This design comes from an exercise in tuning for small area, a short achievable clock period and few clock cycles per item on the open sky130 flow, not from production work. At most, simulation tests tie the RTL to the original design; equivalence was not proved. Function not checked in runs 1 and 2: the RTL went through the layout flow alone. Power and IR drop assume default switching activity.

[flow/run.sh]
#!/bin/bash
# The standard layout (standard.sh), with every port buffered by a
# sky130_fd_sc_hd__buf_1 instead of the cell buffer_ports picks by default.
set -euo pipefail
export BUFFER_PORTS_ARGS="-buffer_cell sky130_fd_sc_hd__buf_1"
bash standard.sh > standard.log 2>&1
[standard.sh]
#!/bin/bash
# synth_recipe.tcl (not shown) runs the flow's synth.tcl, then flattens the netlist and writes it again
# the make line also repeats each setting of config.mk as NAME=value (left out here)
make -C /OpenROAD-flow-scripts/flow DESIGN_CONFIG=/design/flow/config.mk WORK_HOME=/design/flow/orfs CLKGATE_MAP_FILE= SYNTH_SCRIPT=/design/flow/synth_recipe.tcl "${@:-finish}"
[config.mk]
export PLATFORM = sky130hd
export DESIGN_NAME = radio_mode_fsm
export DESIGN_NICKNAME = radio_mode_fsm
export VERILOG_FILES = /design/flow/design.v
export SDC_FILE = /design/flow/constraint.sdc
export NUM_CORES = 4
export LEC_CHECK = 0
export CAP_MARGIN = 20
export CORE_MARGIN = 2
export CORE_UTILIZATION = 40
export PLACE_DENSITY = 0.6
export SETUP_SLACK_MARGIN = 5.0
export SLEW_MARGIN = 20
[constraint.sdc]
create_clock -name core_clock -period 8.0 [get_ports {clk}]
set_input_delay 1.6000 -clock core_clock [delete_from_list [all_inputs] [get_ports {clk}]]
set_output_delay 1.6000 -clock core_clock [all_outputs]
set_load 0.01 [all_outputs]
[design.v]
module radio_mode_fsm #(
    parameter [7:0]  CHANNEL_RESET = 8'h0B,
    parameter [15:0] CCACFG_RESET  = 16'h0000
) (
    input  wire        clk,
    input  wire        rst,             
    input  wire        in_valid,
    output wire        in_ready,
    input  wire        in_kind,         
    input  wire [31:0] in_word,
    input  wire [31:0] in_arg,
    input  wire        in_abortable,    
    input  wire        in_ack_req,      
    input  wire [31:0] pool_handle,
    output wire        pool_take,
    output wire        rsp_valid,
    output wire [31:0] rsp_word,
    output wire        out_valid,
    output wire [31:0] out_w0,
    output wire [31:0] out_w1,
    output wire [1:0]  need,
    output reg  [7:0]  hw_channel,
    output reg  [15:0] hw_cca,
    output wire [7:0]  fault
);
    localparam [4:0] ST_DIS   = 5'b00_000, ST_SLEEP = 5'b00_001,
                     ST_WT    = 5'b01_000, ST_WRF   = 5'b01_001,
                     ST_RXH   = 5'b01_010, ST_RXF   = 5'b01_011,
                     ST_ED    = 5'b01_100, ST_CCA   = 5'b01_101,
                     ST_TXACK = 5'b10_000, ST_CCATX = 5'b10_001,
                     ST_TXF   = 5'b10_010, ST_RXACK = 5'b10_011,
                     ST_CC    = 5'b10_100;
    localparam [3:0] E_RXS  = 4'b0000, E_DIS  = 4'b0001,
                     E_AM0  = 4'b0010, E_AM1  = 4'b0011,
                     E_RXC0 = 4'b0100, E_RXC1 = 4'b0101,
                     E_TXC  = 4'b0110, E_TSG  = 4'b0111,
                     E_ACK0 = 4'b1000, E_ACK1 = 4'b1001,
                     E_ATO  = 4'b1010, E_TSR  = 4'b1011,
                     E_EDC  = 4'b1100, E_EDC1 = 4'b1101,   
                     E_CCA0 = 4'b1110, E_CCA1 = 4'b1111;
    localparam [2:0] R_TX = 3'd0, R_RX = 3'd1, R_ED = 3'd2, R_EDAB = 3'd3,
                     R_CCA = 3'd4, R_CCAAB = 3'd5;
    reg  [4:0]  state;
    reg         ts_granted;
    reg  [31:0] rx_buffer;
    reg         rx_none;             
    reg         pending_rx;
    reg         resume;
    reg         job_ack_req;
    reg  [31:0] job_frame;           
    reg  [7:0]  cfg_channel;
    reg         pending_channel;
    reg  [15:0] cfg_cca;
    reg         pending_cca;
    reg         cs_held;
    reg  [2:0]  fault_r;
    reg  [3:0]  evq [0:15];          
    reg  [4:0]  evq_tail;            
    reg  [3:0]  evq_head;
    reg  [4:0]  evq_count;           
    reg  [3:0]  evq_last;            
    reg         ed_held;             
    reg  [7:0]  energy;
    reg         ready_r;
    reg         take_r;
    reg         rsp_v;
    reg  [3:0]  rsp_lo;
    reg  [3:0]  rsp_hi;
    reg         rec_v;
    reg  [2:0]  rec_type;
    reg  [7:0]  rec_lo;
    assign in_ready  = ready_r;
    assign pool_take = take_r;
    assign rsp_valid = rsp_v;
    assign rsp_word  = {24'd0, rsp_hi, rsp_lo};
    assign out_valid = rec_v;
    assign out_w0    = {5'b10000, rec_type, 16'd0, rec_lo};
    assign out_w1    = job_frame;
    assign need      = state[4:3];
    assign fault     = {5'd0, fault_r};
    wire sDIS   = state == ST_DIS;
    wire sSLEEP = state == ST_SLEEP;
    wire sWT    = state == ST_WT;
    wire sWRF   = state == ST_WRF;
    wire sRXH   = state == ST_RXH;
    wire sRXF   = state == ST_RXF;
    wire sED    = state == ST_ED;
    wire sCCA   = state == ST_CCA;
    wire sTXACK = state == ST_TXACK;
    wire sCCATX = state == ST_CCATX;
    wire sTXF   = state == ST_TXF;
    wire sRXACK = state == ST_RXACK;
    wire sCC    = state == ST_CC;
    wire recv   = sWRF || sRXH || sRXF || sTXACK;
    wire txfam  = sCCATX || sTXF || sRXACK;
    wire inset  = sSLEEP || sWT || sWRF;           
    wire probe_legal = recv || (sSLEEP && ts_granted) || (sWT && !resume && ts_granted);
    wire probe_res   = (sSLEEP && !ts_granted) || (sWT && !resume && !ts_granted);
    reg  [3:0] state_code;           
    always @* begin
        case (state)
            ST_DIS:   state_code = 4'd0;
            ST_SLEEP: state_code = 4'd1;
            ST_WT:    state_code = 4'd2;
            ST_WRF:   state_code = 4'd3;
            ST_RXH:   state_code = 4'd4;
            ST_RXF:   state_code = 4'd5;
            ST_TXACK: state_code = 4'd6;
            ST_CCATX: state_code = 4'd7;
            ST_TXF:   state_code = 4'd8;
            ST_RXACK: state_code = 4'd9;
            ST_ED:    state_code = 4'd10;
            ST_CCA:   state_code = 4'd11;
            default:  state_code = 4'd12;
        endcase
    end
    wire queued  = (evq_tail != 5'd0);   
    wire stopped = (fault_r != 3'd0);
    wire drain   = !stopped && !take_r && !cs_held && queued;
    wire last    = ({1'b0, evq_head} + 5'd1 == evq_tail);    
    wire [3:0] qcode = evq[evq_head];
    wire [7:0] opc = in_word[31:24];
    wire b0        = in_word[0];
    wire acc       = in_valid && ready_r;
    wire acc_cmd   = acc && !in_kind;
    wire acc_ev    = acc && in_kind;
    wire [4:0] cop = opc[4:0];           
    wire c_CSE = acc_cmd && cop == 5'h0E;
    wire c_CSX = acc_cmd && cop == 5'h0F;
    wire [3:0] dcode = (opc[5] || opc[3]) ? {opc[5] && opc[0], opc[5] && !opc[0], opc[5], 1'b1}
                                          : {opc[2:0], b0};
    wire dev   = acc_ev && !cs_held;             
    wire enq   = acc_ev && cs_held;              
    wire qev   = drain || (c_CSX && queued);     
    wire evgo  = dev || qev;
    wire [3:0] ecode = dev ? dcode : qcode;
    wire eb    = ecode[0];
    wire paired = (dcode[3:1] == 3'b001) || (dcode[3:1] == 3'b010) ||
                  (dcode[3:1] == 3'b110) || (dcode[3:1] == 3'b111);
    wire drop  = (dcode == E_ACK0) ||
                 (evq_count != 5'd0 && dcode[3:1] == evq_last[3:1] &&
                  (paired || dcode[0] == evq_last[0]));
    wire store = enq && !drop;
    wire d_EDC = dcode[3:1] == 3'b110;
    reg        e_erl;           
    reg        e_fresh;         
    reg        e_chg;           
    reg  [4:0] e_state;
    reg        e_into;          
    reg        e_ts_set, e_ts_clr;
    reg        e_res_set;
    reg        e_none_set;      
    reg        e_rec;
    reg  [2:0] e_rtype;
    reg  [1:0] e_lo;
    always @* begin
        e_erl = 1'b0; e_fresh = 1'b0; e_chg = 1'b0; e_state = state; e_into = 1'b0;
        e_ts_set = 1'b0; e_ts_clr = 1'b0; e_res_set = 1'b0; e_none_set = 1'b0;
        e_rec = 1'b0; e_rtype = R_TX; e_lo = 2'd0;
        case (ecode)
            E_RXS: begin
                e_chg = sWRF; e_state = ST_RXH;
            end
            E_DIS: begin
                e_chg = sDIS; e_state = ST_SLEEP; e_into = sDIS;
            end
            E_AM0: begin
                e_chg = sRXH; e_state = ST_WRF; e_into = sRXH;
            end
            E_AM1: begin
                e_chg = sRXH; e_state = ST_RXF;
            end
            E_RXC0: begin
                e_erl = sRXF; e_fresh = sRXF; e_into = sRXF;
                e_rec = sRXF; e_rtype = R_RX;
            end
            E_RXC1: begin
                e_chg = sRXF; e_state = ST_TXACK; e_none_set = sRXF;
                e_rec = sRXF; e_rtype = R_RX;
            end
            E_TXC: begin
                e_erl = sTXACK || (sTXF && !job_ack_req);
                e_into = e_erl;
                e_chg = sTXF && job_ack_req; e_state = ST_RXACK;
                e_rec = sTXF && !job_ack_req;
            end
            E_TSG: begin
                e_ts_set = 1'b1;
                e_erl = sWT && !resume && !pending_rx;
                e_chg = sWT && resume; e_state = ST_CC;
            end
            E_ACK1, E_ATO: begin
                e_erl = sRXACK; e_into = sRXACK;
                e_rec = sRXACK; e_lo = {ecode[1], 1'b0};
            end
            E_TSR: begin
                e_ts_clr = 1'b1;
                e_erl = recv || sED || sCCA || txfam;
                e_into = 1'b1;
                e_chg = sDIS || sCC; e_state = sDIS ? ST_SLEEP : ST_WT;
                e_res_set = sCC;
                e_rec = sED || sCCA || txfam;
                e_rtype = sED ? R_EDAB : sCCA ? R_CCAAB : R_TX;
                e_lo = {2{txfam}};
            end
            E_EDC, E_EDC1: begin
                e_erl = sED; e_into = sED;
                e_rec = sED; e_rtype = R_ED;
            end
            E_CCA0, E_CCA1: begin
                e_erl = sCCA || (sCCATX && eb); e_into = e_erl;
                e_chg = sCCATX && !eb; e_state = ST_TXF;
                e_rec = e_erl;
                e_rtype = sCCA ? R_CCA : R_TX;
                e_lo = {1'b0, eb};
            end
            default: ;       
        endcase
    end
    reg        k_erl;
    reg        k_chg;
    reg  [4:0] k_state;
    reg        k_into;
    reg        k_prx_clr, k_res_clr, k_none_clr;
    reg  [3:0] k_rsp;
    always @* begin
        k_erl = 1'b0; k_chg = 1'b0; k_state = state; k_into = 1'b0;
        k_prx_clr = 1'b0; k_res_clr = 1'b0; k_none_clr = 1'b0; k_rsp = 4'd1;
        case (cop)
            5'h01: begin                                         
                k_chg = (sWT && !resume) || sWRF || (sRXH && in_abortable);
                k_state = ST_DIS;
                k_prx_clr = k_chg; k_res_clr = k_chg;
                k_rsp = k_chg ? 4'd1 : 4'd2;
            end
            5'h02: begin                                         
                k_erl = sSLEEP || sCC || (sWT && resume);
                k_into = sCC;
                k_rsp = (k_erl || sWT || recv) ? 4'd1 : 4'd2;
            end
            5'h03: begin                                         
                k_chg = sWRF || sRXH || sRXF;
                k_state = b0 ? ST_CCATX : ST_TXF;
                k_rsp = k_chg ? 4'd1 : sWT ? 4'd4 : 4'd2;
            end
            5'h04, 5'h05, 5'h06: begin                           
                k_chg = probe_legal;
                k_state = cop[1] ? ST_CC : cop[0] ? ST_CCA : ST_ED;
                k_prx_clr = k_chg; k_res_clr = k_chg;
                k_rsp = probe_legal ? 4'd1 : probe_res ? 4'd4 : 4'd2;
            end
            5'h09: begin                                         
                k_chg = pending_rx && sWT;
                k_state = ts_granted ? ST_WRF : ST_WT;
                k_prx_clr = k_chg; k_none_clr = k_chg;
                k_rsp = k_chg ? 4'd9 : 4'd1;
            end
            default: ;
        endcase
    end
    wire erl      = (evgo && e_erl) || (acc_cmd && k_erl);
    wire n_ts     = (evgo && e_ts_set) ? 1'b1 : (evgo && e_ts_clr) ? 1'b0 : ts_granted;
    wire pool_zero = (pool_handle == 32'd0);
    wire erl_bz   = rx_none || e_fresh;
    wire erl_none = erl_bz && pool_zero;
    wire take     = erl && erl_bz;
    wire chg = (evgo && e_chg) || (acc_cmd && k_chg);
    wire [4:0] n_state = erl ? {4'b0100, !erl_none && n_ts} :
                         chg ? (evgo ? e_state : k_state) : state;
    wire n_rx_none = erl ? erl_none :
                     ((evgo && e_none_set) || rx_none) && !(acc_cmd && k_none_clr);
    wire n_pending_rx = erl ? erl_none : pending_rx && !(acc_cmd && k_prx_clr);
    wire n_resume = (evgo && e_res_set) || (resume && !erl && !(acc_cmd && k_res_clr) &&
                                           !(evgo && e_chg && ecode == E_TSG));
    wire n_cs = c_CSE ? 1'b1 : c_CSX ? 1'b0 : cs_held;
    wire into_set = (evgo && e_into) || (acc_cmd && k_into);
    wire c_CHU = acc_cmd && cop == 5'h0A;
    wire c_CCU = acc_cmd && cop == 5'h0B;
    wire upd_channel = (pending_channel && into_set) || (c_CHU && inset);
    wire upd_cca     = (pending_cca && into_set) || (c_CCU && inset);
    wire n_pending_channel = (pending_channel && !into_set) || (c_CHU && !inset);
    wire n_pending_cca     = (pending_cca && !into_set) || (c_CCU && !inset);
    wire rec = evgo && e_rec;
    wire [7:0] n_rec_lo = (e_rtype == R_ED) ? (dev ? in_word[7:0] : energy) : {6'd0, e_lo};
    wire [3:0] n_rsp_hi = (cop == 5'h08) ? state_code : 4'd0;
    wire z23_8 = (in_word[23:8] == 16'd0);
    wire z7_1  = (in_word[7:1] == 7'd0);
    reg        ev_ok;
    always @* begin
        case (opc)
            8'h40, 8'h43, 8'h45, 8'h48, 8'h60, 8'h61: ev_ok = z23_8 && z7_1 && !b0;
            8'h41, 8'h42, 8'h44, 8'h47:               ev_ok = z23_8 && z7_1;
            8'h46:                                    ev_ok = z23_8;
            default:                                  ev_ok = 1'b0;
        endcase
    end
    reg cmd_ok;
    always @* begin
        case (opc)
            8'h01, 8'h02, 8'h04, 8'h05, 8'h06, 8'h08, 8'h09, 8'h0A, 8'h0B,
            8'h0E, 8'h0F: cmd_ok = z23_8 && z7_1 && !b0;
            8'h03:        cmd_ok = z23_8 && z7_1;
            8'h10:        cmd_ok = z23_8;
            8'h11:        cmd_ok = in_word[23:16] == 8'd0;
            default:      cmd_ok = 1'b0;
        endcase
    end
    wire needs_cs = (opc >= 8'h01 && opc <= 8'h06) || (opc >= 8'h08 && opc <= 8'h0B);
    wire arg_zero = (in_arg == 32'd0);
    reg  [2:0] step_fault;
    always @* begin
        step_fault = 3'd0;
        if (in_kind) begin
            if (!ev_ok)
                step_fault = 3'd1;
            else if (cs_held && evq_count[4])
                step_fault = 3'd6;
        end else begin
            if (!cmd_ok)
                step_fault = 3'd1;
            else if ((opc == 8'h03 || opc == 8'h09) && arg_zero)
                step_fault = 3'd7;
            else if (needs_cs && !cs_held)
                step_fault = 3'd2;
            else if (opc == 8'h0E && cs_held)
                step_fault = 3'd3;
            else if (opc == 8'h0F && !cs_held)
                step_fault = 3'd4;
        end
    end
    wire faulting = acc && (step_fault != 3'd0);
    wire [4:0] n_tail = qev ? (last ? 5'd0 : evq_tail) : (store ? evq_tail + 5'd1 : evq_tail);
    wire n_ready = !faulting && !stopped && !take && (n_cs || n_tail == 5'd0);
    always @(posedge clk) begin
        if (rst) begin
            state           <= ST_SLEEP;
            ts_granted      <= 1'b0;
            rx_none         <= 1'b1;
            pending_rx      <= 1'b0;
            resume          <= 1'b0;
            cfg_channel     <= CHANNEL_RESET;
            hw_channel      <= CHANNEL_RESET;
            pending_channel <= 1'b0;
            cfg_cca         <= CCACFG_RESET;
            hw_cca          <= CCACFG_RESET;
            pending_cca     <= 1'b0;
            cs_held         <= 1'b0;
            fault_r         <= 3'd0;
            evq_tail        <= 5'd0;
            evq_head        <= 4'd0;
            evq_count       <= 5'd0;
            ed_held         <= 1'b0;
            ready_r         <= 1'b1;
            take_r          <= 1'b0;
            rsp_v           <= 1'b0;
            rec_v           <= 1'b0;
        end else begin
            state           <= n_state;
            ts_granted      <= n_ts;
            rx_none         <= n_rx_none;
            pending_rx      <= n_pending_rx;
            resume          <= n_resume;
            pending_channel <= n_pending_channel;
            pending_cca     <= n_pending_cca;
            cs_held         <= n_cs;
            if (acc_cmd && cop == 5'h10)
                cfg_channel <= in_word[7:0];
            if (acc_cmd && cop == 5'h11)
                cfg_cca <= in_word[15:0];
            if (acc)
                fault_r <= step_fault;
            ready_r         <= n_ready;
            take_r          <= take && !faulting;
            rsp_v           <= acc_cmd && !faulting;
            rec_v           <= rec && !faulting;
            if (upd_channel)
                hw_channel <= cfg_channel;
            if (upd_cca)
                hw_cca <= cfg_cca;
            evq_tail <= n_tail;
            if (c_CSE) begin
                evq_count <= 5'd0;
                ed_held   <= 1'b0;
            end
            if (enq) begin
                evq_count <= evq_count + 5'd1;
                if (d_EDC)
                    ed_held <= 1'b1;
            end
            if (qev)
                evq_head <= last ? 4'd0 : evq_head + 4'd1;
        end
    end
    always @(posedge clk) begin
        if (acc_cmd && cop == 5'h03 && !txfam)
            job_ack_req <= in_ack_req;
        if (!txfam)
            job_frame <= (sED || sCCA) ? 32'd0 :
                         (sRXF && !(acc_cmd && cop == 5'h03)) ? rx_buffer : in_arg;
        rsp_lo      <= acc_cmd ? k_rsp : 4'd1;
        rsp_hi      <= n_rsp_hi;
        rec_type    <= e_rtype;
        rec_lo      <= n_rec_lo;
        if (rx_none || (evgo && e_fresh))
            rx_buffer <= (acc_cmd && cop == 5'h09) ? in_arg : pool_handle;
        if (enq && d_EDC && !ed_held)
            energy <= in_word[7:0];
        if (enq)
            evq_last <= dcode;
        if (store)
            evq[evq_tail[3:0]] <= dcode;
    end
endmodule
==> results of run 1 <==
[cell families (layout without fill, tap and decap cells)]
kind of cell / after synthesis / count (layout)
fa+ha+maj: 7 / 7
buf+inv: 140 / 379
simple gates: 468 / 469
xor+xnor: 11 / 11
mux: 72 / 72
flops: 246 / 246
other cells: 2 / 50
compound gates: 261 / 266
[timing repair]
action                                  CTS  global route
cloned                                   11             1
buffers inserted                         76            27
pin swaps                                45            54
gates resized for setup                 142            97
endpoints found under the setup margin  253           211
[cell type report]
cell class	instances	area [µm²]
clock buffers	41	778
clock inverters	7	42.5
fillers	2662	14000
inverters	20	78.8
multi-input cells	875	6490
flip-flops and latches	246	6350
well taps	396	495
repair buffers	311	2080
[cell usage after synthesis, types with 33 or more instances]
| master | instances |
|---|---|
| nor3_1 | 33 |
| edfxtp_1 | 141 |
| a21oi_1 | 115 |
| nand2_1 | 179 |
| o21ai_0 | 44 |
| nor4_1 | 35 |
| nand3_1 | 52 |
| buf_4 | 53 |
| mux2_2 | 34 |
| nor2_1 | 82 |
| dfxtp_1 | 105 |
| clkbuf_1 | 44 |
[stage by stage]
step | setup WS, ps | cells
after CTS | 4340 | 1868
after floorplan | 3990 | 1255
after detailed placement | 2750 | 1733
after global routing | 4190 | 1896
after global placement | 2830 | 1733
final | 4280 | 1896
[worst min-delay path: stages, from the launching register on]
cell and delay, ps:
dfxtp_1 310, nand2_1 50, a21oi_1 50
[worst max path at each step]
stage               startpoint                endpoint  slack, ps  cells past startpoint
finish                 in_kind   state[3]$_SDFFE_PP0P_       4280                     12
global route           in_kind   state[4]$_SDFFE_PP0P_       4190                     14
CTS                    in_kind   state[3]$_SDFFE_PP0P_       4340                     12
detailed placement     in_kind  hw_cca[3]$_SDFFE_PP0P_       2750                     10
global placement       in_kind  hw_cca[2]$_SDFFE_PP0P_       2830                     10
floorplan             in_valid   state[4]$_SDFFE_PP0P_       3990                     11
[power by group through the flow]
| stage | sequential [µW] | combinational [µW] | clock, µW |
|---|---|---|---|
| after CTS | 1380 | 288 | 1170 |
| after global routing | 1380 | 332 | 1230 |
| after detailed placement | 1410 | 222 | 0 |
| final | 1380 | 309 | 1160 |
| after floorplan | 1410 | 153 | 0 |
| after global placement | 1400 | 220 | 0 |
[cell usage in the layout (no fill, tap or decap), types with 7 or more instances in the layout]
cell,count
mux2_2,34
nor2_2,14
edfxtp_1,141
a21oi_4,8
nand3_2,16
conb_1,50
nand2b_1,13
nor2b_1,8
nand3_1,36
o21ai_0,29
inv_1,17
a21o_4,7
buf_4,80
buf_12,12
a21oi_1,105
nand2_1,164
xnor2_1,8
nor3_1,19
buf_6,32
dfxtp_1,100
o21ai_1,14
nand4_1,9
nor2_4,15
buf_1,173
mux2i_1,17
clkbuf_1,9
o21ai_2,11
nor4_1,28
nor3_4,11
clkbuf_16,29
mux4_2,18
nor2_1,54
ha_1,7
[metal layers]
metal / share of wire [%] / routed length [µm]
met1: 43 / 16300
met2: 47 / 17500
met3: 8.0 / 3000
met4: 2.2 / 818
met5: 0 / 0
[state kept, by name (all words and copies together) (netlist names), 5 cells and up, named ones only]
| signal | count |
|---|---|
| evq_count | 5 |
| hw_cca | 16 |
| state | 5 |
| cfg_cca | 16 |
| job_frame | 32 |
| cfg_channel | 8 |
| rec_lo | 8 |
| evq_tail | 5 |
| hw_channel | 8 |
| rx_buffer | 32 |
| evq | 64 |
| energy | 8 |
==> impl_metrics.py, run 1 <==
metrics = {
    "outcome": {
        "status": "complete, no violations",
    },
    "hold_path": {
        "worstHoldPathCells": 2,
        "hp-start": "cfg_cca[3]$_SDFFE_PP0P_",
        "hold_class": "flop to flop",
        "whs_endpoint": "cfg_cca[3]$_SDFFE_PP0P_",
    },
    "yosys": {
        "synth_ff_type": "edfxtp_1",
        "synth-edff-count": 141,
        "ys.warnings.count": 1,
        "yosysUniqueCellTypes": 84,
        "synth_top_area_share_pct": 34.6,
        "muxShareOfSynthArea_pct": 8.20,
        "syn_inst": 1207,
        "synth.largest_area_cell": "edfxtp_1",
        "synth_top_family_by_area": "simple AND/OR/NAND/NOR gates",
        "yosysSeqAreaShare_pct": 51.7,
        "ys_ff_latch": 246,
        "synthSimpleGateAreaFrac_pct": 18.6,
        "syn-cell-area_mm2": 0.0123,
        "yosys.area_share.xor_xnor_pct": 0.786,
        "synthAdderAreaFrac_pct": 0.715,
        "synth_compound_area_share_pct": 13.5,
        "yosys-top-cells-area": "edfxtp_1, dfxtp_1, nand2_1, a21oi_1, mux4_2",
        "synthArstFlopShare_pct": 0,
        "syn_avg_cell_area_um2": 10.2,
    },
    "place": {
        "placed_area_mm2": 0.0135,
        "dpl.hpwl_um": 24600,
        "io_buffers": 185,
        "place_congestion": 0.927,
    },
    "clock_tree": {
        "cts.clk_slew.worst_paths_ps": 60,
        "cts_tree": "done",
        "cts.path.max_buffers": 3,
        "cts_made_buffers": 27,
        "cts-root-buf": "clkbuf_16",
        "insertion_delay_ps": 530,
        "hold_buffers": 0,
        "htree_num_levels": 1,
        "cts_sinks": 246,
    },
    "sta": {
        "tightest_slew_ps": 808,
        "fmax_ghz": 0.269,
        "finalSetupTns_ps": 0,
        "fin_skew_ps": 18.4,
        "period_needed_ps": 3720,
        "hold_viol": 0,
        "relSlewSlack_pct": 46.1,
        "rsz0062_at_grt": "true",
        "hold_ws_ps": 454,
        "drv_slew": 0,
        "setup_violations": 0,
        "fin_crit_sh_pct": 46.5,
    },
    "route": {
        "wl_per_cell_um": 19.9,
        "drtIter0Drc": 946,
        "ant_nets": 0,
        "viasPerCell": 5.63,
        "drt_wl_total_um": 37700,
        "dr.pass1.iters": 6,
        "vias": 10700,
        "drc": 0,
    },
    "global_route": {
        "grt_use_met2_pct": 37.0,
        "use_met3_pct": 3.33,
        "antenna_found_initial": 0,
        "grt_usage_pct": 22.8,
        "grt-ovfl-total": 0,
        "grt_pass1_wl_um": 56800,
        "top_usage_layer": "met2",
        "globalRouteMet1Util_pct": 31.8,
        "grt_max_degree": 69,
        "grt_pass1_vias": 10100,
    },
    "setup_path": {
        "critPathMaxFanout": 6,
        "cp.required_ps": 8370,
        "reg2regPathDepth": 12,
        "crit_top_cell": "buf_12",
        "start_kind": "input pin",
        "end_kind": "flop",
        "path_class": "input pin to flop",
        "cpPeakStageDelay_ps": 490,
        "cp_cell_sequence": "buf_12 > nand4b_1 > buf_12 > and4b_1 > a211o_1 > nor2_4 > buf_12 > or4_1 > a32o_2 > a31oi_4 > mux2i_2 > a31oi_1",
        "cpMaxStageDelayCell": "or4_1",
        "path_delay_family": "simple AND/OR/NAND/NOR gates",
        "crit_arrival_ps": 4090,
        "critical_path_buf_inv_count": 3,
        "reg2reg_slack_ps": 4450,
        "r2r_end": "hw_cca[1]$_SDFFE_PP0P_",
    },
    "power": {
        "leakage_uw": 0.00556,
        "switchingPower_uw": 694,
        "cellPowerDensity_mw_per_mm2": 175,
        "pwr-share-seq_pct": 48.4,
        "p_comb_share_pct": 10.9,
        "internal_power_uw": 2150,
        "vdd_drop_max_mv": 0.170,
        "total_power_uw": 2850,
        "p_clk_share_pct": 40.7,
        "swShare_pct": 24.4,
    },
    "floorplan": {
        "core-area_mm2": 0.0303,
        "ioPinCount": 236,
        "fp.dieH_um": 179,
        "dieArea_mm2": 0.0320,
        "die_w_um": 179,
        "num_rows": 64,
        "initial_utilization_pct": 40.4,
    },
    "cells_and_area": {
        "fin_area_mm2": 0.0163,
        "utilization_pct": 53.8,
        "antenna_cells": 0,
        "layout-drive-gt1-share_pct": 27.3,
        "nNetsFinal": 1590,
        "area_growth_pct": 33.1,
    },
    "run": {
        "maxCapViolations": 0,
    },
}
==> run 2: changes to the inputs <==
--- a/config.mk
+++ b/config.mk
@@ -5,6 +5,7 @@
 export SDC_FILE = /design/flow/constraint.sdc
 export NUM_CORES = 4
 export LEC_CHECK = 0
+export ABC_AREA = 1
 export CAP_MARGIN = 20
 export CORE_MARGIN = 2
 export CORE_UTILIZATION = 40
==> run 2 against run 1 <==
Net effect:
- still clean on timing, DRC and antenna
- cell count increased by 21%
- synthesized cell count increased by 34%
- routed wire length increased by 5.2%
- cell area increased by 1.1%
- critical endpoint is now hw_cca[6]$_SDFFE_PP0P_
- highest routed layer is now met5
==> impl_metrics.py, run 2 <==
metrics = {
    "outcome": {
        "status": "complete, no violations",
    },
    "clock_tree": {
        "htree_num_levels": 1,
        "cts_tree": "done",
        "cts-root-buf": "clkbuf_16",
        "cts_made_buffers": 27,
        "hold_buffers": 0,
        "cts_sinks": 246,
        "cts.clk_slew.worst_paths_ps": 60,
        "cts.path.max_buffers": 3,
        "insertion_delay_ps": 550,
    },
    "power": {
        "vdd_drop_max_mv": 0.140,
        "switchingPower_uw": 697,
        "p_comb_share_pct": 9.3,
        "swShare_pct": 24.4,
        "cellPowerDensity_mw_per_mm2": 173,
        "internal_power_uw": 2150,
        "p_clk_share_pct": 42.6,
        "leakage_uw": 0.00683,
        "pwr-share-seq_pct": 48.1,
    },
    "yosys": {
        "yosysSeqAreaShare_pct": 49.9,
        "yosysUniqueCellTypes": 48,
        "synth-edff-count": 141,
        "synth_ff_type": "edfxtp_1",
        "syn_inst": 1613,
        "yosys-top-cells-area": "edfxtp_1, dfxtp_1, nand2_1, nor2_1, inv_1",
        "yosysMostFrequentCell": "nand2_1",
        "synthArstFlopShare_pct": 0,
        "synth_top_area_share_pct": 33.4,
        "ys_ff_latch": 246,
        "ys.warnings.count": 1,
        "syn_avg_cell_area_um2": 7.87,
        "synth_common_cells": "nand2_1, nor2_1, inv_1",
        "synth.largest_area_cell": "edfxtp_1",
        "syn-cell-area_mm2": 0.0127,
    },
    "route": {
        "viasPerCell": 5.14,
        "wl_per_cell_um": 17.2,
        "drc": 0,
        "ant_nets": 0,
        "drtIter0Drc": 789,
        "vias": 11800,
        "drt_wl_total_um": 39600,
        "dr.pass1.iters": 5,
    },
    "floorplan": {
        "num_rows": 65,
        "ioPinCount": 236,
        "die_w_um": 182,
        "initial_utilization_pct": 40.4,
        "fp.dieH_um": 182,
        "core-area_mm2": 0.0314,
        "dieArea_mm2": 0.0332,
    },
    "sta": {
        "finalSetupTns_ps": 0,
        "hold_viol": 0,
        "period_needed_ps": 3150,
        "fin_crit_sh_pct": 39.4,
        "relSlewSlack_pct": 47.7,
        "drv_slew": 0,
        "fin_skew_ps": 22.9,
        "fmax_ghz": 0.317,
        "tightest_slew_ps": 783,
        "rsz0062_at_grt": "true",
        "setup_violations": 0,
    },
    "setup_path": {
        "crit_arrival_ps": 3590,
        "cp.required_ps": 8440,
        "end_kind": "flop",
        "start_kind": "input pin",
        "path_class": "input pin to flop",
        "critPathMaxFanout": 8,
    },
    "place": {
        "placed_area_mm2": 0.0138,
        "dpl.hpwl_um": 25900,
        "io_buffers": 185,
        "place_congestion": 0.926,
    },
    "global_route": {
        "grt_usage_pct": 23.2,
        "antenna_found_initial": 1,
        "grt_pass1_vias": 11200,
        "grt_pass1_wl_um": 61100,
        "grt_max_degree": 59,
        "grt-ovfl-total": 0,
    },
    "cells_and_area": {
        "nNetsFinal": 1985,
        "layout-drive-gt1-share_pct": 20.1,
        "final_cell_mix": "nand2_1, buf_1, inv_1",
        "multiInputGateArea_mm2": 0.00626,
        "antenna_cells": 0,
        "largest_reg_flops": 64,
        "fin_area_mm2": 0.0165,
        "area_growth_pct": 30.0,
        "utilization_pct": 52.5,
        "register_area_mm2": 0.00634,
        "fillCellCount": 2960,
        "layout_commonest_cell": "nand2_1",
    },
    "hold_path": {
        "hold_class": "flop to flop",
    },
    "run": {
        "maxCapViolations": 0,
    },
}
==> run 2: cell type report <==
type	instances	area share, %
repair buffers	276	9.89
well taps	402	3.05
inverters	210	5.21
multi-input cells	1110	37.9
flip-flops and latches	246	38.4
clock buffers	37	4.64
clock inverters	13	0.577
repair inverters	5	0.250
==> run 2: timing repair <==
item | in CTS | in global routing
setup buffers | 61 | 23
gates resized for setup | 180 | 61
endpoints found under the setup margin | 237 | 163
pin swaps | 52 | 42
cloned | 15 | 0
==> run 2: path summary, 6_finish.rpt <==
check	startpoint	endpoint	slack, ps	cells after the start
hold / removal	cfg_channel[3]$_SDFFE_PP1P_	hw_channel[3]$_SDFFE_PP1P_	480	2
hold reg to reg	cfg_channel[3]$_SDFFE_PP1P_	hw_channel[3]$_SDFFE_PP1P_	480	2
setup / recovery	in_valid	hw_cca[6]$_SDFFE_PP0P_	4850	18
setup reg to reg	flop	hw_cca[6]$_SDFFE_PP0P_	5080	21
==> run 2: worst max-delay path: stages <==
cell	delay, ps
buf_8	80
nand2_8	50
nor2_4	210
nand2_8	150
buf_6	170
nand2_4	90
nand2_8	70
nand2_4	90
nand4_1	170
nand2_4	130
nor2_4	50
nand2_2	70
nand2_4	60
nand2_8	130
buf_12	140
nand2_8	80
a21oi_2	160
nor2_1	60
==> run 2: routing by layer <==
metal  vias up  wire length [µm]  global-route usage, %
met4         2              1090                   6.74
met5         -                13                      0
met1      5564             17400                   31.2
met3        77              2650                   4.05
met2       434             18500                   38.6
li1       5747                 -                      -
==> run 2: stage by stage <==
step	instances	total power, µW	setup slack, ps	hold slack [ps]
after floorplan	1661	1520	4370	441
final	2299	2850	4850	477
after detailed placement	2150	1580	3280	464
after CTS	2276	2850	4920	479
after global placement	2150	1580	3280	456
after global routing	2299	2940	4720	504
==> run 2: power groups by stage <==
stage	clock network [µW]	logic (µW)	registers (µW)
CTS	1230	245	1370
global placement	0	186	1400
detailed placement	0	185	1400
global route	1280	286	1370
floorplan	0	123	1400
finish	1210	265	1370
==> run 2: logic make-up after synthesis <==
family / synth area share, %
fa+ha+maj: 0.690
flops: 49.9
xor+xnor: 0.552
other cells: 0.0592
simple gates: 26.9
buf+inv: 11.6
compound gates: 10.3
==> run 3: changes to the inputs <==
--- a/design.v
+++ b/design.v
@@ -62,6 +62,7 @@
     reg         ed_held;             
     reg  [7:0]  energy;
     reg         ready_r;
+    reg         ok_r;                
     reg         take_r;
     reg         rsp_v;
     reg  [3:0]  rsp_lo;
@@ -69,11 +70,11 @@
     reg         rec_v;
     reg  [2:0]  rec_type;
     reg  [7:0]  rec_lo;
-    assign in_ready  = ready_r;
-    assign pool_take = take_r;
-    assign rsp_valid = rsp_v;
+    assign in_ready  = ready_r && ok_r;
+    assign pool_take = take_r && ok_r;
+    assign rsp_valid = rsp_v && ok_r;
     assign rsp_word  = {24'd0, rsp_hi, rsp_lo};
-    assign out_valid = rec_v;
+    assign out_valid = rec_v && ok_r;
     assign out_w0    = {5'b10000, rec_type, 16'd0, rec_lo};
     assign out_w1    = job_frame;
     assign need      = state[4:3];
@@ -115,13 +116,12 @@
         endcase
     end
     wire queued  = (evq_tail != 5'd0);   
-    wire stopped = (fault_r != 3'd0);
-    wire drain   = !stopped && !take_r && !cs_held && queued;
+    wire drain   = ok_r && !take_r && !cs_held && queued;
     wire last    = ({1'b0, evq_head} + 5'd1 == evq_tail);    
     wire [3:0] qcode = evq[evq_head];
     wire [7:0] opc = in_word[31:24];
     wire b0        = in_word[0];
-    wire acc       = in_valid && ready_r;
+    wire acc       = in_valid && ready_r && ok_r;
     wire acc_cmd   = acc && !in_kind;
     wire acc_ev    = acc && in_kind;
     wire [4:0] cop = opc[4:0];           
@@ -133,7 +133,7 @@
     wire enq   = acc_ev && cs_held;              
     wire qev   = drain || (c_CSX && queued);     
     wire evgo  = dev || qev;
-    wire [3:0] ecode = dev ? dcode : qcode;
+    wire [3:0] ecode = (ready_r && in_kind) ? dcode : qcode;
     wire eb    = ecode[0];
     wire paired = (dcode[3:1] == 3'b001) || (dcode[3:1] == 3'b010) ||
                   (dcode[3:1] == 3'b110) || (dcode[3:1] == 3'b111);
@@ -258,29 +258,47 @@
             default: ;
         endcase
     end
-    wire erl      = (evgo && e_erl) || (acc_cmd && k_erl);
-    wire n_ts     = (evgo && e_ts_set) ? 1'b1 : (evgo && e_ts_clr) ? 1'b0 : ts_granted;
     wire pool_zero = (pool_handle == 32'd0);
-    wire erl_bz   = rx_none || e_fresh;
-    wire erl_none = erl_bz && pool_zero;
-    wire take     = erl && erl_bz;
-    wire chg = (evgo && e_chg) || (acc_cmd && k_chg);
-    wire [4:0] n_state = erl ? {4'b0100, !erl_none && n_ts} :
-                         chg ? (evgo ? e_state : k_state) : state;
-    wire n_rx_none = erl ? erl_none :
-                     ((evgo && e_none_set) || rx_none) && !(acc_cmd && k_none_clr);
-    wire n_pending_rx = erl ? erl_none : pending_rx && !(acc_cmd && k_prx_clr);
-    wire n_resume = (evgo && e_res_set) || (resume && !erl && !(acc_cmd && k_res_clr) &&
-                                           !(evgo && e_chg && ecode == E_TSG));
+    wire cmdq      = (cop == 5'h0F) && queued;   
+    wire       ts_E    = e_ts_set ? 1'b1 : e_ts_clr ? 1'b0 : ts_granted;
+    wire       bz_E    = rx_none || e_fresh;
+    wire       none_E  = bz_E && pool_zero;
+    wire [4:0] state_E = e_erl ? {4'b0100, !none_E && ts_E} : e_chg ? e_state : state;
+    wire       rxn_E   = e_erl ? none_E : (e_none_set || rx_none);
+    wire       prx_E   = e_erl ? none_E : pending_rx;
+    wire       res_E   = e_res_set || (resume && !e_erl && !(e_chg && ecode == E_TSG));
+    wire       take_E  = e_erl && bz_E;
+    wire       none_K  = rx_none && pool_zero;
+    wire [4:0] state_K = cmdq ? state_E :
+                         k_erl ? {4'b0100, !none_K && ts_granted} : k_chg ? k_state : state;
+    wire       rxn_K   = cmdq ? rxn_E : k_erl ? none_K : rx_none && !k_none_clr;
+    wire       prx_K   = cmdq ? prx_E : k_erl ? none_K : pending_rx && !k_prx_clr;
+    wire       res_K   = cmdq ? res_E : resume && !k_erl && !k_res_clr;
+    wire       ts_K    = cmdq ? ts_E : ts_granted;
+    wire       take_K  = cmdq ? take_E : k_erl && rx_none;
+    wire       into_K  = cmdq ? e_into : k_into;
+    wire       rec_K   = cmdq && e_rec;
+    wire ev_now  = in_kind && !cs_held;          
+    wire [4:0] n_state = acc ? (in_kind ? (cs_held ? state : state_E) : state_K)
+                             : (drain ? state_E : state);
+    wire n_rx_none     = acc ? (in_kind ? (cs_held ? rx_none : rxn_E) : rxn_K)
+                             : (drain ? rxn_E : rx_none);
+    wire n_pending_rx  = acc ? (in_kind ? (cs_held ? pending_rx : prx_E) : prx_K)
+                             : (drain ? prx_E : pending_rx);
+    wire n_resume      = acc ? (in_kind ? (cs_held ? resume : res_E) : res_K)
+                             : (drain ? res_E : resume);
+    wire n_ts          = acc ? (in_kind ? (cs_held ? ts_granted : ts_E) : ts_K)
+                             : (drain ? ts_E : ts_granted);
+    wire take          = acc ? (in_kind ? ev_now && take_E : take_K) : drain && take_E;
+    wire into_set      = acc ? (in_kind ? ev_now && e_into : into_K) : drain && e_into;
+    wire rec           = acc ? (in_kind ? ev_now && e_rec : rec_K) : drain && e_rec;
     wire n_cs = c_CSE ? 1'b1 : c_CSX ? 1'b0 : cs_held;
-    wire into_set = (evgo && e_into) || (acc_cmd && k_into);
     wire c_CHU = acc_cmd && cop == 5'h0A;
     wire c_CCU = acc_cmd && cop == 5'h0B;
     wire upd_channel = (pending_channel && into_set) || (c_CHU && inset);
     wire upd_cca     = (pending_cca && into_set) || (c_CCU && inset);
     wire n_pending_channel = (pending_channel && !into_set) || (c_CHU && !inset);
     wire n_pending_cca     = (pending_cca && !into_set) || (c_CCU && !inset);
-    wire rec = evgo && e_rec;
     wire [7:0] n_rec_lo = (e_rtype == R_ED) ? (dev ? in_word[7:0] : energy) : {6'd0, e_lo};
     wire [3:0] n_rsp_hi = (cop == 5'h08) ? state_code : 4'd0;
     wire z23_8 = (in_word[23:8] == 16'd0);
@@ -330,7 +348,7 @@
     end
     wire faulting = acc && (step_fault != 3'd0);
     wire [4:0] n_tail = qev ? (last ? 5'd0 : evq_tail) : (store ? evq_tail + 5'd1 : evq_tail);
-    wire n_ready = !faulting && !stopped && !take && (n_cs || n_tail == 5'd0);
+    wire n_ready = !take && (n_cs || n_tail == 5'd0);
     always @(posedge clk) begin
         if (rst) begin
             state           <= ST_SLEEP;
@@ -351,6 +369,7 @@
             evq_count       <= 5'd0;
             ed_held         <= 1'b0;
             ready_r         <= 1'b1;
+            ok_r            <= 1'b1;
             take_r          <= 1'b0;
             rsp_v           <= 1'b0;
             rec_v           <= 1'b0;
@@ -370,9 +389,10 @@
             if (acc)
                 fault_r <= step_fault;
             ready_r         <= n_ready;
-            take_r          <= take && !faulting;
-            rsp_v           <= acc_cmd && !faulting;
-            rec_v           <= rec && !faulting;
+            ok_r            <= ok_r && !faulting;
+            take_r          <= take;
+            rsp_v           <= acc_cmd;
+            rec_v           <= rec;
             if (upd_channel)
                 hw_channel <= cfg_channel;
             if (upd_cca)
--- a/config.mk
+++ b/config.mk
@@ -10,5 +10,5 @@
 export CORE_MARGIN = 2
 export CORE_UTILIZATION = 40
 export PLACE_DENSITY = 0.6
-export SETUP_SLACK_MARGIN = 5.0
+export SETUP_SLACK_MARGIN = 4.5
 export SLEW_MARGIN = 20
==> run 3 against run 2 <==
Net effect:
- routed wire length fell by 13%
- still clean
- via count fell by 8.4%
- register-to-register slack got worse by 120 ps
- highest routed layer is now met4
- largest power group unchanged
- worst hold slack got worse by 14 ps
==> impl_metrics.py, run 3 <==
metrics = {
    "setup_path": {
        "r2r_start": "evq_tail[0]$_SDFF_PP0_",
        "end_kind": "flop",
        "reg2reg_slack_ps": 4960,
        "cp_cell_sequence": "buf_1 > nand2_1 > nor4_4 > nor2_1 > inv_1 > nand2_1 > o31ai_2 > nand3_4 > nand2_4 > inv_4 > nor2_1 > nor2_1",
        "critical_path_buf_inv_count": 3,
        "cpMaxStageDelayCell": "nor4_4",
        "start_kind": "input pin",
        "cp.required_ps": 8430,
        "r2r_end": "ready_r$_SDFF_PP1_",
        "path_delay_family": "simple AND/OR/NAND/NOR gates",
        "cpPeakStageDelay_ps": 420,
        "path_class": "input pin to flop",
        "cp_num_cells": 12,
        "critPathMaxFanout": 17,
        "reg2regPathDepth": 15,
        "crit_top_cell": "nor2_1",
        "crit_arrival_ps": 3860,
    },
    "clock_tree": {
        "cts_made_buffers": 28,
        "cts.clk_slew.worst_paths_ps": 60,
        "hold_buffers": 0,
        "cts_sinks": 247,
        "htree_num_levels": 1,
        "cts_tree": "done",
        "insertion_delay_ps": 550,
        "cts-root-buf": "clkbuf_16",
        "cts.path.max_buffers": 3,
    },
    "route": {
        "dr.pass1.iters": 6,
        "ant_nets": 0,
        "vias": 10800,
        "drtIter0Drc": 924,
        "wl_per_cell_um": 16.0,
        "drt_wl_total_um": 34300,
        "viasPerCell": 5.04,
        "drc": 0,
    },
    "run": {
        "maxCapViolations": 0,
    },
    "place": {
        "place_congestion": 0.915,
        "io_buffers": 185,
        "dpl.hpwl_um": 24300,
        "preCtsSetupSlack_ps": 3220,
    },
    "hold_path": {
        "hold_class": "flop to flop",
        "worstHoldPathCells": 2,
        "hp-start": "hw_channel[0]$_SDFFE_PP1P_",
        "whs_endpoint": "hw_channel[0]$_SDFFE_PP1P_",
    },
    "yosys": {
        "yosys-top-cells-area": "edfxtp_1, dfxtp_1, nand2_1, inv_1, nor2_1",
        "syn_inst": 1538,
        "synth-edff-count": 141,
        "syn_avg_cell_area_um2": 8.22,
        "yosysMostFrequentCell": "nand2_1",
        "synthArstFlopShare_pct": 0,
        "synth_top_family_by_area": "simple AND/OR/NAND/NOR gates",
        "yosys.area_share.xor_xnor_pct": 0.485,
        "synthSimpleGateAreaFrac_pct": 27.0,
        "yosysUniqueCellTypes": 55,
        "ys.warnings.count": 1,
        "synthAdderAreaFrac_pct": 0.693,
        "synth_compound_area_share_pct": 10.1,
        "syn-cell-area_mm2": 0.0126,
        "muxShareOfSynthArea_pct": 0.237,
        "yosysSeqAreaShare_pct": 50.3,
        "synth_common_cells": "nand2_1, inv_1, nor2_1",
        "synth_ff_type": "edfxtp_1",
        "ys_ff_latch": 247,
        "synth.largest_area_cell": "edfxtp_1",
        "synth_top_area_share_pct": 33.5,
    },
    "sta": {
        "drv_slew": 0,
        "hold_viol": 0,
        "rsz0062_at_grt": "true",
        "finalSetupTns_ps": 0,
        "setup_slack_ps": 4580,
        "relSlewSlack_pct": 39.3,
        "setup_violations": 0,
        "hold_ws_ps": 462,
        "fin_crit_sh_pct": 42.8,
        "fmax_ghz": 0.292,
        "tightest_slew_ps": 907,
        "period_needed_ps": 3420,
        "fin_skew_ps": 20.2,
    },
    "floorplan": {
        "die_w_um": 182,
        "core-area_mm2": 0.0313,
        "fp.dieH_um": 182,
        "ioPinCount": 236,
        "dieArea_mm2": 0.0331,
        "num_rows": 65,
        "initial_utilization_pct": 40.4,
    },
    "cells_and_area": {
        "fillCellCount": 3133,
        "final_cell_mix": "nand2_1, buf_1, inv_1",
        "largest_reg_flops": 64,
        "nNetsFinal": 1831,
        "layout_commonest_cell": "nand2_1",
        "layout-drive-gt1-share_pct": 11.0,
        "register_area_mm2": 0.00636,
        "area_growth_pct": 16.2,
        "multiInputGateArea_mm2": 0.00525,
    },
    "global_route": {
        "antenna_found_initial": 3,
        "grt_pass1_wl_um": 53300,
        "grt-ovfl-total": 0,
        "grt_max_degree": 65,
        "grt_usage_pct": 20.1,
        "grt_pass1_vias": 10200,
    },
    "power": {
        "leakage_uw": 0.00625,
        "cellPowerDensity_mw_per_mm2": 206,
        "vdd_drop_max_mv": 0.169,
    },
    "outcome": {
        "status": "complete, no violations",
    },
}
run 3: worst min-delay path, cell delays in order (launching register included):
cell,delay [ps]
dfxtp_1,320
nand2_1,50
nand3_1,50
run 3: repair_timing:
| action | CTS | global route |
|---|---|---|
| cloned | 1 | 1 |
| setup endpoints to repair | 167 | 189 |
| setup buffers | 4 | 6 |
| pin swaps | 0 | 1 |
| gates resized for setup | 17 | 23 |
| endpoints found under the hold margin | 0 | 0 |
run 3: power by group:
part	internal, µW	switching, µW	total [µW]	leakage [µW]
clock network	791	524	1320	0.000471
logic	82.3	210	293	0.00356
registers	1400	21.2	1420	0.00222
run 3: cell type report:
type,instances,area share (%)
Timing Repair Buffer,202,5.71
Clock buffer,37,5.38
Inverter,202,5.47
Clock inverter,15,1.07
Antenna cell,1,0.0170
Multi-Input combinational cell,1041,35.7
Tap cell,402,3.42
Sequential cell,247,43.2
run 3: kinds of logic (layout without fill, tap and decap cells):
| group | Yosys count | in the layout |
|---|---|---|
| compound gates | 235 | 237 |
| xor+xnor | 7 | 7 |
| fa+ha+maj | 7 | 7 |
| buf+inv | 300 | 456 |
| flops | 247 | 247 |
| mux | 3 | 3 |
| other cells | 2 | 51 |
| simple gates | 737 | 737 |
run 3: stage by stage:
stage | total power (µW) | utilization [%] | cell area, µm² | instances
after floorplan | 1640 | - | 12900 | 1586
after global placement | 1720 | 43.2 | 13500 | 2082
after detailed placement | 1720 | 43.2 | 13500 | 2082
after CTS | 3050 | 46.5 | 14600 | 2139
after global routing | 3130 | 46.9 | 14700 | 2147
final | 3030 | 46.9 | 14700 | 2147
run 3: routing by layer:
metal,vias up,part of all wire [%],global-route usage [%]
li1,5365,-,-
met1,5071,43,26.0
met2,325,48,34.6
met3,66,5.5,3.23
met4,0,2.9,6.37
met5,-,0,0
run 3: how the worst max path moves through the flow:
stage                      startpoint                      end  slack (ps)
after detailed placement  in_word[29]  rx_buffer[11]$_DFFE_PP_        3220
final                     in_word[26]   hw_cca[0]$_SDFFE_PP0P_        4580
after CTS                 in_word[24]   hw_cca[0]$_SDFFE_PP0P_        4470
after global routing      in_word[24]  hw_cca[11]$_SDFFE_PP0P_        4330
after floorplan           in_word[29]   rx_buffer[0]$_DFFE_PP_        4350
after global placement    in_word[29]   rx_buffer[4]$_DFFE_PP_        3300
Testbench counts of run 3, summed over its fixed seeds: cycles 33,598, items 32,000.
==> run 4: changes to the inputs <==
--- a/config.mk
+++ b/config.mk
@@ -10,5 +10,6 @@
 export CORE_MARGIN = 2
 export CORE_UTILIZATION = 40
 export PLACE_DENSITY = 0.6
-export SETUP_SLACK_MARGIN = 4.5
+export SETUP_SLACK_MARGIN = 5.0
 export SLEW_MARGIN = 20
+export TNS_END_PERCENT = 5
==> run 4 against run 3 <==
Net effect:
- utilization up 2.3 points
- clock power hardly changed
- cell count increased by 1.5%
- count of clock-buffer cells in the layout is the same
- routed wire length up 4.2%
- total power up 1.5%
- via count grew 3.0%
- worst hold slack is essentially flat
- worst setup slack gained 260 ps
- cell area up 4.9%
- fmax grew 8.4%
- sequential power hardly changed
- highest routed layer unchanged
==> impl_metrics.py, run 4 <==
metrics = {
    "route": {
        "wl_per_cell_um": 16.4,
        "viasPerCell": 5.11,
        "drc": 0,
        "drtIter0Drc": 952,
        "dr.pass1.iters": 6,
        "drt_wl_total_um": 35800,
        "vias": 11100,
        "ant_nets": 0,
    },
    "cells_and_area": {
        "nNetsFinal": 1863,
        "layout_commonest_cell": "nand2_1",
        "layout-drive-gt1-share_pct": 15.4,
        "fillCellCount": 3047,
        "largest_reg_flops": 64,
        "final_cell_mix": "nand2_1, buf_1, inv_1",
        "area_growth_pct": 22.0,
    },
    "place": {
        "dpl.hpwl_um": 24300,
        "io_buffers": 185,
        "place_congestion": 0.915,
    },
    "yosys": {
        "syn_inst": 1538,
        "syn-cell-area_mm2": 0.0126,
        "ys.warnings.count": 1,
        "ys_ff_latch": 247,
        "syn_avg_cell_area_um2": 8.22,
        "synth_common_cells": "nand2_1, inv_1, nor2_1",
        "synth_top_area_share_pct": 33.5,
        "yosys-top-cells-area": "edfxtp_1, dfxtp_1, nand2_1, inv_1, nor2_1",
        "yosysUniqueCellTypes": 55,
        "synth-edff-count": 141,
        "yosysSeqAreaShare_pct": 50.3,
        "synthArstFlopShare_pct": 0,
        "synth_ff_type": "edfxtp_1",
        "synth.largest_area_cell": "edfxtp_1",
        "yosysMostFrequentCell": "nand2_1",
    },
    "setup_path": {
        "critical_path_buf_inv_count": 3,
        "reg2reg_slack_ps": 4990,
        "cpPeakStageDelay_ps": 290,
        "critPathMaxFanout": 7,
        "cp_num_cells": 17,
        "path_class": "input pin to flop",
        "path_delay_family": "simple AND/OR/NAND/NOR gates",
        "crit_path_end": "ready_r$_SDFF_PP1_",
        "r2r_start": "state[4]$_SDFFE_PP0P_",
        "r2r_end": "rx_buffer[12]$_DFFE_PP_",
        "cp.required_ps": 8410,
        "crit_arrival_ps": 3570,
        "end_kind": "flop",
        "crit_top_cell": "nand2_1",
        "reg2regPathDepth": 10,
        "crit_start": "in_word[24]",
        "cp_cell_sequence": "clkbuf_4 > nand2_2 > nand2_4 > buf_4 > xor2_1 > nor3b_1 > nand3_1 > nand2_2 > inv_2 > nand2_1 > nand3_1 > o21ai_0 > nor2_1 > nand2_1 > nand2_1 > nand3_1 > nand2_1",
        "start_kind": "input pin",
        "cpMaxStageDelayCell": "nor3b_1",
    },
    "floorplan": {
        "die_w_um": 182,
        "dieArea_mm2": 0.0331,
        "initial_utilization_pct": 40.4,
        "fp.dieH_um": 182,
        "num_rows": 65,
        "ioPinCount": 236,
        "core-area_mm2": 0.0313,
    },
    "clock_tree": {
        "htree_num_levels": 1,
        "cts-root-buf": "clkbuf_16",
        "cts.clk_slew.worst_paths_ps": 60,
        "hold_buffers": 0,
        "cts_tree": "done",
        "insertion_delay_ps": 550,
        "cts.path.max_buffers": 3,
        "cts_sinks": 247,
        "cts_made_buffers": 28,
    },
    "sta": {
        "finalSetupTns_ps": 0,
        "drv_slew": 0,
        "fin_crit_sh_pct": 39.5,
        "setup_violations": 0,
        "fmax_ghz": 0.317,
        "fin_skew_ps": 24.0,
        "tightest_slew_ps": 1090,
        "hold_viol": 0,
        "rsz0062_at_grt": "true",
        "hold_ws_ps": 462,
        "relSlewSlack_pct": 26.5,
        "period_needed_ps": 3160,
    },
    "global_route": {
        "antenna_found_initial": 3,
        "grt_usage_pct": 20.9,
        "grt_pass1_vias": 10400,
        "grt_max_degree": 65,
        "grt-ovfl-total": 0,
        "grt_pass1_wl_um": 55100,
    },
    "power": {
        "cellPowerDensity_mw_per_mm2": 199,
        "vdd_drop_max_mv": 0.170,
        "leakage_uw": 0.00650,
        "total_power_uw": 3070,
    },
    "run": {
        "maxCapViolations": 0,
    },
    "hold_path": {
        "hold_class": "flop to flop",
    },
    "outcome": {
        "status": "complete, no violations",
    },
}
[run 4: how the worst min path moves through the flow]
| stage | cells after the start | from | end |
|---|---|---|---|
| 6_report | 2 | hw_channel[0]$_SDFFE_PP1P_ | hw_channel[0]$_SDFFE_PP1P_ |
| 5_1_grt | 2 | hw_channel[0]$_SDFFE_PP1P_ | hw_channel[0]$_SDFFE_PP1P_ |
| 4_1_cts | 2 | fault_r[0]$_SDFFE_PP0P_ | fault_r[0]$_SDFFE_PP0P_ |
| 3_5_place_dp | 2 | hw_channel[0]$_SDFFE_PP1P_ | hw_channel[0]$_SDFFE_PP1P_ |
| 3_3_place_gp | 2 | hw_channel[0]$_SDFFE_PP1P_ | hw_channel[0]$_SDFFE_PP1P_ |
| 2_1_floorplan | 2 | cfg_channel[0]$_SDFFE_PP1P_ | hw_channel[0]$_SDFFE_PP1P_ |
[run 4: logic make-up after synthesis]
family | after synthesis | synth area share [%]
multiplexers | 3 | 0.237
other | 2 | 0.0594
XOR/XNOR | 7 | 0.485
AND/OR/NAND/NOR | 737 | 27.0
flip-flops | 247 | 50.3
AO/OA/AOI/OAI | 235 | 10.1
adder cells (fa/ha/maj) | 7 | 0.692
buffers and inverters | 300 | 11.2
[run 4: final cells by class]
cell class                 instances  area [µm²]  share of cell area (%)
antenna                            2        5.00                  0.0324
multi-input combinational       1042        5590                    36.2
timing repair buffer             232        1190                    7.71
timing repair inverter             1        3.75                  0.0243
inverter                         202         831                    5.39
clock buffer                      37         791                    5.13
tap                              402         503                    3.26
sequential                       247        6360                    41.2
clock inverter                    15         158                    1.02
[run 4: repair_timing]
action | in CTS | in global routing
gates resized for setup | 74 | 85
setup buffers | 26 | 12
endpoints found under the setup margin | 242 | 208
pin swaps | 9 | 28
cloned | 5 | 1
[run 4: layer usage]
metal | share of wire (%) | vias up | GRT usage [%]
li1 | - | 5425 | -
met1 | 42 | 5252 | 27.2
met2 | 48 | 386 | 35.5
met3 | 6.3 | 85 | 3.21
met4 | 3.3 | 0 | 6.99
met5 | 0 | - | 0
[run 4: metrics by stage]
step                      std cells  worst slack (ps)  utilization (%)  cell area (µm²)
after floorplan                1586              4350                -            12900
after global placement         2082              3300             43.2            13500
after detailed placement       2082              3220             43.2            13500
after CTS                      2165              4750             47.9            15000
after global routing           2178              4720             49.2            15400
final                          2180              4840             49.3            15400
[run 4: power by group]
part	internal, µW	leakage (µW)	switching, µW
combinational	106	0.00380	230
sequential	1400	0.00222	21.2
clock	791	0.000471	525
[run 4: worst register-to-register path: cells and delay by family, from the launching register on]
| kind | cells | cell delay (ps) |
|---|---|---|
| AO/OA/AOI/OAI | 1 | 170 |
| buffers and inverters | 5 | 770 |
| flip-flops | 1 | 410 |
| AND/OR/NAND/NOR | 4 | 1380 |
==> run 5: changes to the inputs <==
--- a/config.mk
+++ b/config.mk
@@ -12,4 +12,3 @@
 export PLACE_DENSITY = 0.6
 export SETUP_SLACK_MARGIN = 5.0
 export SLEW_MARGIN = 20
-export TNS_END_PERCENT = 5
==> run 5 against run 4 <==
Net effect:
- highest routed layer unchanged
- area after synthesis stayed put
- critical path depth down 3
- global-route usage about the same
- synthesized cell count did not move
- count of clock-buffer cells in the layout up 2
- worst setup slack better by 21 ps
- first-iteration DRC count shrank 7.4%
- routed wire length fell by 0.27%
- register-to-register slack improved by 100 ps
- combinational power barely moved
- clock power about the same
- still clean
==> impl_metrics.py, run 5 <==
metrics = {
    "floorplan": {
        "num_rows": 65,
        "die_w_um": 182,
        "fp.dieH_um": 182,
        "ioPinCount": 236,
        "dieArea_mm2": 0.0331,
        "initial_utilization_pct": 40.4,
        "core-area_mm2": 0.0313,
    },
    "sta": {
        "hold_viol": 0,
        "setup_slack_ps": 4860,
        "fin_skew_ps": 16.1,
        "hold_ws_ps": 466,
        "tightest_slew_ps": 664,
        "fmax_ghz": 0.319,
        "drv_slew": 0,
        "finalSetupTns_ps": 0,
        "rsz0062_at_grt": "true",
        "setup_violations": 0,
        "fin_crit_sh_pct": 39.2,
        "period_needed_ps": 3140,
        "relSlewSlack_pct": 55.4,
    },
    "cells_and_area": {
        "area_growth_pct": 23.2,
        "layout_commonest_cell": "nand2_1",
        "largest_reg_flops": 64,
        "layout-drive-gt1-share_pct": 16.6,
        "nNetsFinal": 1871,
        "antenna_cells": 0,
        "multiInputGateArea_mm2": 0.00571,
        "fillCellCount": 2968,
        "register_area_mm2": 0.00636,
        "final_cell_mix": "nand2_1, buf_1, inv_1",
    },
    "outcome": {
        "status": "complete, no violations",
    },
    "clock_tree": {
        "cts_made_buffers": 28,
        "htree_num_levels": 1,
        "cts_sinks": 247,
        "cts_tree": "done",
        "cts-root-buf": "clkbuf_16",
        "insertion_delay_ps": 560,
        "cts.path.max_buffers": 3,
        "cts.clk_slew.worst_paths_ps": 60,
        "hold_buffers": 0,
    },
    "place": {
        "place_congestion": 0.929,
        "preCtsSetupSlack_ps": 3180,
        "dpl.hpwl_um": 24700,
        "io_buffers": 185,
    },
    "setup_path": {
        "critPathMaxFanout": 12,
        "crit_start": "in_word[29]",
        "start_kind": "input pin",
        "r2r_end": "rx_buffer[3]$_DFFE_PP_",
        "cp_cell_sequence": "buf_12 > inv_16 > nand2_8 > o21ai_4 > inv_2 > nand2_2 > nand2_4 > nor2_4 > nand4_1 > buf_4 > nand2_4 > inv_6 > a31oi_4 > buf_12",
        "cpMaxStageDelayCell": "o21ai_4",
        "path_class": "input pin to flop",
        "crit_path_end": "rx_buffer[3]$_DFFE_PP_",
        "reg2regPathDepth": 15,
        "cpPeakStageDelay_ps": 220,
        "crit_arrival_ps": 3400,
        "reg2reg_slack_ps": 5090,
        "end_kind": "flop",
        "cp.required_ps": 8260,
    },
    "yosys": {
        "synth_ff_type": "edfxtp_1",
        "yosysUniqueCellTypes": 55,
        "yosysMostFrequentCell": "nand2_1",
        "synth.largest_area_cell": "edfxtp_1",
        "yosysSeqAreaShare_pct": 50.3,
        "yosys-top-cells-area": "edfxtp_1, dfxtp_1, nand2_1, inv_1, nor2_1",
        "synth_top_area_share_pct": 33.5,
        "synthArstFlopShare_pct": 0,
        "ys.warnings.count": 1,
        "synth-edff-count": 141,
        "synth_common_cells": "nand2_1, inv_1, nor2_1",
        "syn_inst": 1538,
        "syn_avg_cell_area_um2": 8.22,
        "ys_ff_latch": 247,
        "syn-cell-area_mm2": 0.0126,
    },
    "global_route": {
        "grt_pass1_wl_um": 54900,
        "grt_pass1_vias": 10300,
        "antenna_found_initial": 0,
        "grt-ovfl-total": 0,
        "grt_max_degree": 65,
        "grt_usage_pct": 20.8,
    },
    "power": {
        "internal_power_uw": 2300,
        "p_comb_share_pct": 10.8,
        "pwr-share-seq_pct": 46.2,
        "cellPowerDensity_mw_per_mm2": 198,
        "leakage_uw": 0.00656,
        "p_clk_share_pct": 43.0,
        "swShare_pct": 25.3,
        "vdd_drop_max_mv": 0.162,
        "switchingPower_uw": 781,
    },
    "run": {
        "maxCapViolations": 0,
    },
    "hold_path": {
        "hold_class": "flop to flop",
    },
    "route": {
        "drc": 0,
        "dr.pass1.iters": 5,
        "viasPerCell": 5.05,
        "wl_per_cell_um": 16.3,
        "vias": 11100,
        "drtIter0Drc": 882,
        "ant_nets": 0,
        "drt_wl_total_um": 35700,
    },
}
==> run 5: cell count changes in the layout (fill, tap and decap cells not counted), moves of 4 or more <==
cell	change
clkbuf_1	+6
nor3_2	+6
nor2_1	-5
nor2_4	+5
nor3_1	-5
buf_4	+4
o21ai_1	-4
==> run 5: cell type report <==
| cell class | count | share of cell area (%) |
|---|---|---|
| Clock buffer | 39 | 4.89 |
| Clock inverter | 13 | 1.23 |
| Inverter | 202 | 5.36 |
| Multi-Input combinational cell | 1041 | 36.6 |
| Sequential cell | 247 | 40.8 |
| Tap cell | 402 | 3.23 |
| Timing Repair Buffer | 241 | 7.88 |
| Timing Repair inverter | 1 | 0.0241 |
==> run 5: worst max-delay path, delay by kind of cell <==
family | cells | cell delay (ps)
buffers and inverters | 6 | 750
and+or+nand+nor | 6 | 630
AOI/OAI and AO/OA | 2 | 420
==> run 5: worst min-delay path by stage <==
stage | start | end | slack (ps) | depth (start not counted)
after floorplan | cfg_channel[0]$_SDFFE_PP1P_ | hw_channel[0]$_SDFFE_PP1P_ | 440 | 2
after global placement | hw_channel[1]$_SDFFE_PP1P_ | hw_channel[1]$_SDFFE_PP1P_ | 440 | 2
after detailed placement | hw_channel[0]$_SDFFE_PP1P_ | hw_channel[0]$_SDFFE_PP1P_ | 450 | 2
after CTS | fault_r[0]$_SDFFE_PP0P_ | fault_r[0]$_SDFFE_PP0P_ | 470 | 2
after global routing | hw_channel[0]$_SDFFE_PP1P_ | hw_channel[0]$_SDFFE_PP1P_ | 480 | 2
final | hw_channel[3]$_SDFFE_PP1P_ | hw_channel[3]$_SDFFE_PP1P_ | 470 | 2
==> run 5: cells by family after synthesis <==
kind of cell | Yosys count | synth area share [%]
xor+xnor | 7 | 0.485
mux | 3 | 0.237
other cells | 2 | 0.0594
buf+inv | 300 | 11.2
compound gates | 235 | 10.1
simple gates | 737 | 27.0
fa+ha+maj | 7 | 0.692
flops | 247 | 50.3
==> run 5: layer usage <==
metal  up-vias  track usage (%)  part of all wire, %
li1       5440                -                    -
met4         0             7.45                  3.3
met2       336             34.7                   48
met1      5200             27.9                   43
met5         -                0                    0
met3        74             2.69                  5.3
==> run 5: what timing repair did <==
action                     in CTS  in global routing
pin swaps                       9                 27
gates cloned                    3                  0
setup buffers                  19                 28
gates resized for setup        90                 95
setup endpoints to repair     231                163
==> run 5: power groups by stage <==
stage / registers [µW] / logic, µW / clock network [µW]
final: 1420 / 334 / 1330
after global routing: 1430 / 366 / 1400
after CTS: 1420 / 302 / 1350
after detailed placement: 1450 / 273 / 0
after global placement: 1450 / 273 / 0
after floorplan: 1450 / 188 / 0
==> run 5: stage by stage <==
step                power, µW  utilization [%]  area (µm²)  instances
floorplan                1640                -       13000       1586
global placement         1720             43.3       13600       2084
detailed placement       1720             43.3       13600       2084
CTS                      3080             47.9       15000       2158
global route             3200             49.8       15600       2186
finish                   3080             49.8       15600       2186

[static timing again, ports no longer ideal]
The flow's constraints put no driver on any port. The routed layouts listed below were extracted and timed again, unchanged, in two steps. Step 1, drivers: a clkbuf_16 drives clk and a buf_2 each remaining input, both assumed. Step 2 also shifts input and output timing later by t, the mid clock arrival at the registers, as if the neighbouring blocks saw the same clock. Three values: no drivers, after step 1, after step 2; two values: the first two.
run	t (ns)	setup WS [ns]	cell pins on the clock port's net
run 1	0.575	4.280 / 4.277 / 3.703	1
run 2	0.585	4.846 / 4.836 / 4.252	1
run 3	0.591	4.577 / 4.585 / 3.994	1
run 4	0.591	4.842 / 4.838 / 4.246	1
run 5	0.609	4.863 / 4.857 / 4.248	1
After both steps every run listed still meets setup and hold. For run 5, which loses most, drivers alone change the setup slack by -0.006 ns; drivers and shift together by -0.615 ns.
